This is an optimization exercise on Yosys and OpenROAD, whose aim is small area, not a production implementation. RTL that was checked went through simulation tests only; none was proved equivalent to the original. No activity file was given, so power comes from the tool's default toggle rates.

Setup of wip/quartz:
==> flow/design.v <==
module grprp_core (
    input  wire        clk,
    input  wire        por,          
    input  wire        tick,         
    input  wire [7:0]  cmd,          
    output wire [31:0] resp,         
    output reg  [10:0] out,          
    output reg  [2:0]  fault_code    
);
    localparam [2:0] OP_CLK_INIT  = 3'd1;
    localparam [2:0] OP_TICK_EN   = 3'd2;
    localparam [2:0] OP_CLK_TICK  = 3'd3;
    localparam [2:0] OP_CLK_NOW   = 3'd4;
    localparam [2:0] OP_CTRL_INIT = 3'd5;
    localparam [2:0] OP_POLL      = 3'd6;
    localparam [2:0] OP_RSV       = 3'd7;
    localparam [2:0] F_NONE          = 3'd0;
    localparam [2:0] F_CLOCK_UNINIT  = 3'd1;
    localparam [2:0] F_CLOCK_REINIT  = 3'd2;
    localparam [2:0] F_CTRL_UNINIT   = 3'd3;
    localparam [2:0] F_CTRL_REINIT   = 3'd4;
    localparam [2:0] F_RESERVED_OP   = 3'd5;
    localparam [2:0] F_RESERVED_BITS = 3'd6;
    localparam [4:0] S0 = 5'd0;
    localparam [4:0] S1 = 5'd1;
    localparam [4:0] S2 = 5'd2;
    localparam [4:0] S3 = 5'd3;
    localparam [4:0] S4 = 5'd4;
    localparam [4:0] S5 = 5'd5;
    localparam [4:0] S6 = 5'd6;
    localparam [4:0] S7 = 5'd7;
    localparam [4:0] S8 = 5'd8;
    localparam [4:0] S9 = 5'd9;
    localparam [4:0] S10 = 5'd10;
    localparam [4:0] S11 = 5'd11;
    localparam [4:0] S12 = 5'd12;
    localparam [4:0] S13 = 5'd13;
    localparam [4:0] S14 = 5'd14;
    localparam [4:0] S15 = 5'd15;
    localparam [4:0] S16 = 5'd16;
    localparam [4:0] S17 = 5'd17;
    localparam [4:0] S18 = 5'd18;
    localparam [4:0] S19 = 5'd19;
    localparam [4:0] S20 = 5'd20;
    localparam [4:0] S21 = 5'd21;
    localparam [4:0] S22 = 5'd22;
    localparam [4:0] S23 = 5'd23;
    localparam [4:0] S24 = 5'd24;
    localparam [4:0] S_UNCLK  = 5'd31;    
    localparam [4:0] S_CLKRDY = 5'd30;    
    reg [31:0] mil_n;      
    wire [31:0] mil = ~mil_n;
    reg [1:0]  pn;         
    reg        pc;         
    reg [3:0]  fq;         
    reg [2:0]  fh;
    reg [3:0]  fl;
    reg [31:0] el;         
    reg [4:0]  state;      
    reg        tick_en;
    reg        stopping;
    reg        was_poll;   
    reg        trans;      
    wire clk_rdy = (state != S_UNCLK);
    wire ctl_rdy = (state != S_UNCLK) && (state != S_CLKRDY);
    wire [2:0] op       = cmd[2:0];
    wire       halted   = (fault_code != F_NONE);
    wire       rsv_bits = (op == OP_POLL) ? (cmd[7:5] != 3'b000) : (cmd[7:3] != 5'b00000);
    reg  [2:0] cmd_fault;
    always @(*) begin
        cmd_fault = F_NONE;
        case (op)
            OP_RSV: cmd_fault = F_RESERVED_OP;
            OP_CLK_INIT: begin
                if (rsv_bits)     cmd_fault = F_RESERVED_BITS;
                else if (clk_rdy) cmd_fault = F_CLOCK_REINIT;
            end
            OP_TICK_EN, OP_CLK_NOW: begin
                if (rsv_bits)      cmd_fault = F_RESERVED_BITS;
                else if (!clk_rdy) cmd_fault = F_CLOCK_UNINIT;
            end
            OP_CLK_TICK: begin
                if (rsv_bits) cmd_fault = F_RESERVED_BITS;
            end
            OP_CTRL_INIT: begin
                if (rsv_bits)      cmd_fault = F_RESERVED_BITS;
                else if (!clk_rdy) cmd_fault = F_CLOCK_UNINIT;
                else if (ctl_rdy)  cmd_fault = F_CTRL_REINIT;
            end
            OP_POLL: begin
                if (rsv_bits)      cmd_fault = F_RESERVED_BITS;
                else if (!clk_rdy) cmd_fault = F_CLOCK_UNINIT;
                else if (!ctl_rdy) cmd_fault = F_CTRL_UNINIT;
            end
            default: ;
        endcase
    end
    wire do_cmd       = !halted && (cmd_fault == F_NONE);
    wire do_clk_init  = do_cmd && (op == OP_CLK_INIT);
    wire do_tick_en   = do_cmd && (op == OP_TICK_EN);
    wire do_cmd_tick  = do_cmd && (op == OP_CLK_TICK);
    wire do_ctrl_init = do_cmd && (op == OP_CTRL_INIT);
    wire do_poll      = do_cmd && (op == OP_POLL);
    wire ticks_on   = !halted && clk_rdy && tick_en;
    wire take_strb  = ticks_on && tick;
    wire take_ctick = ticks_on && do_cmd_tick;
    wire [1:0] n    = {take_strb && take_ctick, take_strb ^ take_ctick};
    wire [3:0] fs  = fq + {2'b00, n};
    wire       fhz = (fh == 3'd0);
    wire       c   = (n != 2'b00) && ((fs >= 4'd9) || (fs == 4'd8 && !fhz));
    wire [3:0] fqc = fs - 4'd8 - {3'b000, fhz};
    wire [31:0] mil_inc;
    wire [32:0] mcy;
    assign mcy[0] = pc;
    genvar gi;
    generate
        for (gi = 0; gi < 32; gi = gi + 1) begin : g_mil
            if (gi == 18 || gi == 19) begin : g_fa
                assign mil_inc[gi] = mil[gi] ^ pn[gi-18] ^ mcy[gi];
                assign mcy[gi+1]   = (mil[gi] & pn[gi-18]) | (mcy[gi] & (mil[gi] ^ pn[gi-18]));
            end else begin : g_ha
                assign mil_inc[gi] = mil[gi] ^ mcy[gi];
                assign mcy[gi+1]   = mil[gi] & mcy[gi];
            end
        end
    endgenerate
    wire [31:0] epre;                      
    assign epre[0]  = 1'b1;
    assign epre[18] = 1'b0;                
    assign epre[19] = 1'b0;                
    assign epre[20] = 1'b1;
    generate
        for (gi = 1; gi < 32; gi = gi + 1) begin : g_epre
            if (gi < 18 || gi > 20) begin : g_p
                assign epre[gi] = epre[gi-1] & el[gi-1];
            end
        end
    endgenerate
    wire       eco  = c & epre[17] & el[17];                   
    wire [1:0] em   = {n[1] | (n[0] & eco), n[0] ^ eco};       
    wire       ec19 = el[18] & em[0];
    wire       ec20 = (el[19] & em[1]) | (ec19 & (el[19] ^ em[1]));
    wire [31:0] el_inc;
    generate
        for (gi = 0; gi < 32; gi = gi + 1) begin : g_el
            if (gi < 18) begin : g_lo
                assign el_inc[gi] = el[gi] ^ (c & epre[gi]);
            end else if (gi == 18) begin : g_18
                assign el_inc[gi] = el[gi] ^ em[0];
            end else if (gi == 19) begin : g_19
                assign el_inc[gi] = el[gi] ^ em[1] ^ ec19;
            end else begin : g_hi
                assign el_inc[gi] = el[gi] ^ (ec20 & epre[gi]);
            end
        end
    endgenerate
    wire ge_drain = (el >= 32'd2_500_000);      
    wire ge_lock  = (el >= 32'd1_048_576);      
    wire ge_sep   = (el >= 32'd786_432);        
    wire ge_water = (el >= 32'd1_600_000);      
    wire ge_heat  = (el >= 32'h0C00_0000);      
    wire ge_hmix  = (el >= 32'd1_300_000);      
    wire ge_mix   = (el >= 32'd1_300_001);      
    wire ge_rinse = (el >= 32'd1_835_010);      
    wire ge_blend = (el >= 32'd2_359_297);      
    wire starting = cmd[3];
    wire sp       = stopping | !cmd[4];
    reg        has_next;
    reg [4:0]  next_state;
    always @(*) begin
        has_next   = 1'b0;
        next_state = state;
        case (state)
            S0: if (ge_drain) begin has_next = 1'b1; next_state = S1; end
            S1: if (starting) begin has_next = 1'b1; next_state = S2; end
            S2: if (!starting) begin has_next = 1'b1; next_state = S3; end
                   else if (ge_lock) begin has_next = 1'b1; next_state = S4; end
            S3: if (ge_lock) begin has_next = 1'b1; next_state = S1; end
            S4: if (ge_sep) begin has_next = 1'b1; next_state = S5; end
            S5: if (ge_water) begin has_next = 1'b1; next_state = S6; end
            S6: if (ge_sep) begin has_next = 1'b1; next_state = S7; end
            S7: if (sp) begin has_next = 1'b1; next_state = S11; end
                   else if (ge_water) begin has_next = 1'b1; next_state = S8; end
            S8: if (sp) begin has_next = 1'b1; next_state = S11; end
                   else if (ge_heat) begin has_next = 1'b1; next_state = S9; end
            S9: if (sp) begin has_next = 1'b1; next_state = S11; end
                   else if (ge_hmix) begin has_next = 1'b1; next_state = S10; end
            S10: if (sp || ge_mix) begin has_next = 1'b1; next_state = S11; end
            S11: if (ge_drain) begin has_next = 1'b1; next_state = sp ? S22 : S12; end
            S12: if (sp || ge_rinse) begin has_next = 1'b1; next_state = S13; end
            S13: if (ge_drain) begin has_next = 1'b1; next_state = sp ? S22 : S14; end
            S14: if (ge_sep) begin has_next = 1'b1; next_state = S15; end
            S15: begin has_next = 1'b1; next_state = S16; end
            S16: if (ge_sep) begin has_next = 1'b1; next_state = S17; end
            S17: if (ge_blend) begin has_next = 1'b1; next_state = S18; end
            S18: if (ge_drain) begin has_next = 1'b1; next_state = S19; end
            S19: if (ge_sep) begin has_next = 1'b1; next_state = S20; end
            S20: if (ge_water) begin has_next = 1'b1; next_state = S21; end
            S21: if (ge_sep) begin has_next = 1'b1; next_state = S22; end
            S22: if (starting) begin has_next = 1'b1; next_state = S23; end
            S23: if (!starting) begin has_next = 1'b1; next_state = S24; end
                   else if (ge_lock) begin has_next = 1'b1; next_state = S7; end
            S24: if (ge_lock) begin has_next = 1'b1; next_state = S22; end
            default: ;
        endcase
    end
    wire next_is_idle = (next_state == S22) || (next_state == S1);
    wire do_trans     = do_poll && has_next;
    always @(*) begin
        out[0] = (state == S0) || (state == S18);
        out[1] = (state == S0) || (state == S11) || (state == S13);
        out[2] = (state == S17);
        out[3] = (state == S8) || (state == S9);
        out[4] = (state == S9) || (state == S10);
        out[5] = (state == S4) || (state == S6) || (state == S14) || (state == S16) || (state == S19) || (state == S21);
        out[6] = (state == S4) || (state == S14) || (state == S19);
        out[7] = (state == S2) || (state == S3) || (state == S23) || (state == S24);
        out[8] = (state == S2) || (state == S23);
        out[9] = (state == S5) || (state == S7) || (state == S12) || (state == S20);
        out[10] = (state == S1) || (state == S22);
    end
    assign resp = {~(mil_n[31:1] | {31{was_poll}}), was_poll ? trans : mil[0]};
    always @(posedge clk) begin
        if (por) begin
            tick_en    <= 1'b0;
            state      <= S_UNCLK;
            fault_code <= F_NONE;
        end else if (!halted) begin
            if (cmd_fault != F_NONE)
                fault_code <= cmd_fault;
            if (do_tick_en)
                tick_en <= 1'b1;
            if (do_clk_init)
                state <= S_CLKRDY;
            if (do_ctrl_init)
                state <= S0;
            if (do_trans)
                state <= next_state;
        end
    end
    always @(posedge clk) begin
        was_poll <= cmd[1];
        trans    <= has_next;
        pn       <= n;
        pc       <= c;
        if (do_clk_init) begin
            mil_n <= 32'hFFFF_FFFF;
            fq    <= 4'd0;
            fh    <= 3'd0;
            fl    <= 4'd0;
        end else begin
            mil_n <= ~mil_inc;
            if (c) begin
                fq <= fqc;
                if (!fhz) begin
                    fh <= fh - 3'd1;
                end else begin
                    fh <= (fl >= 4'd5) ? 3'd7 : 3'd6;
                    fl <= fl + 4'd11;
                end
            end else begin
                fq <= fs;
            end
        end
        if (do_ctrl_init || do_trans)
            el <= {12'd0, n, 17'd0, c};
        else
            el <= el_inc;
        if (do_ctrl_init)
            stopping <= 1'b0;
        else if (do_poll)
            stopping <= (do_trans && next_is_idle) ? 1'b0 : sp;
    end
endmodule
Settings: LEC_CHECK=0, CAP_MARGIN=20, CORE_MARGIN=2, CORE_UTILIZATION=40, SLEW_MARGIN=20; clock period 6.5 ns.
run.sh (not shown) runs the stock make flow with config.mk's settings and CLKGATE_MAP_FILE= SYNTH_SCRIPT=/design/flow/synth_recipe.tcl, a recipe that flattens the netlist after the stock synthesis.
Every stage of wip/quartz finished as expected; the final checks, on the other hand, flagged setup timing, which means the layout fails.
#### Input delta (wip/garnet over wip/quartz)
--- a/flow/design.v
+++ b/flow/design.v
@@ -92,25 +92,26 @@
                 else if (!clk_rdy) cmd_fault = F_CLOCK_UNINIT;
                 else if (!ctl_rdy) cmd_fault = F_CTRL_UNINIT;
             end
             default: ;
         endcase
     end
-    wire do_cmd       = !halted && (cmd_fault == F_NONE);
-    wire do_clk_init  = do_cmd && (op == OP_CLK_INIT);
-    wire do_tick_en   = do_cmd && (op == OP_TICK_EN);
-    wire do_cmd_tick  = do_cmd && (op == OP_CLK_TICK);
-    wire do_ctrl_init = do_cmd && (op == OP_CTRL_INIT);
-    wire do_poll      = do_cmd && (op == OP_POLL);
+    wire do_clk_init  = !halted && (cmd == 8'h01) && !clk_rdy;
+    wire do_tick_en   = !halted && (cmd == 8'h02) && clk_rdy;
+    wire do_cmd_tick  = !halted && (cmd == 8'h03);
+    wire do_ctrl_init = !halted && (cmd == 8'h05) && (state == S_CLKRDY);
+    wire do_poll      = !halted && (cmd[7:5] == 3'b000) && (op == OP_POLL) && ctl_rdy;
     wire ticks_on   = !halted && clk_rdy && tick_en;
     wire take_strb  = ticks_on && tick;
     wire take_ctick = ticks_on && do_cmd_tick;
     wire [1:0] n    = {take_strb && take_ctick, take_strb ^ take_ctick};
     wire [3:0] fs  = fq + {2'b00, n};
     wire       fhz = (fh == 3'd0);
-    wire       c   = (n != 2'b00) && ((fs >= 4'd9) || (fs == 4'd8 && !fhz));
+    wire       c1  = (fq == 4'd8) || (fq == 4'd7 && !fhz);       
+    wire       c2  = (fq >= 4'd7) || (fq == 4'd6 && !fhz);       
+    wire       c   = n[1] ? c2 : (n[0] && c1);
     wire [3:0] fqc = fs - 4'd8 - {3'b000, fhz};
     wire [31:0] mil_inc;
     wire [32:0] mcy;
     assign mcy[0] = pc;
     genvar gi;
     generate
==> comparison <==
Register share of total power (lower): wip/quartz
wip/garnet: flow completed, timing, DRC and antenna clean
wip/garnet ended up with a lower routed wirelength normalized by instance count than wip/quartz did.
wip/garnet vs wip/quartz: total number of tap cells down in wip/garnet
wip/quartz → wip/garnet: combinational gate power decreased about 50%; total non-filler cell area in the finished layout has decreased; global-route track usage on met1 went up by 0.18 points.
Only the layout flow was run in wip/quartz; the RTL was not checked for function there.

[static timing again, ports no longer ideal]
The flow's constraints put no driver on any port. The routed layouts listed below were extracted and timed again, unchanged, in two steps.
Step 1 sets driving cells, clkbuf_16 on the clock port and buf_2 on the other inputs (assumed; they add their load-dependent delay and slew).
Step 2 also shifts input and output timing later by t, the mid clock arrival at the registers, as if the neighbouring blocks saw the same clock.
Three values: ideal, step 1, step 2; two values: the first two.
| run | t (ns) | setup slack, ns | worst setup path at the end |
|---|---|---|---|
| wip/quartz | 0.386 | -0.443 / -0.435 / -0.821 | input to register |
| wip/garnet | 0.384 | 0.250 / 0.250 / 0.016 | input to register |
The setup slack of wip/quartz, which loses most, moves by +0.008 ns with the drivers and by -0.378 ns with both steps.
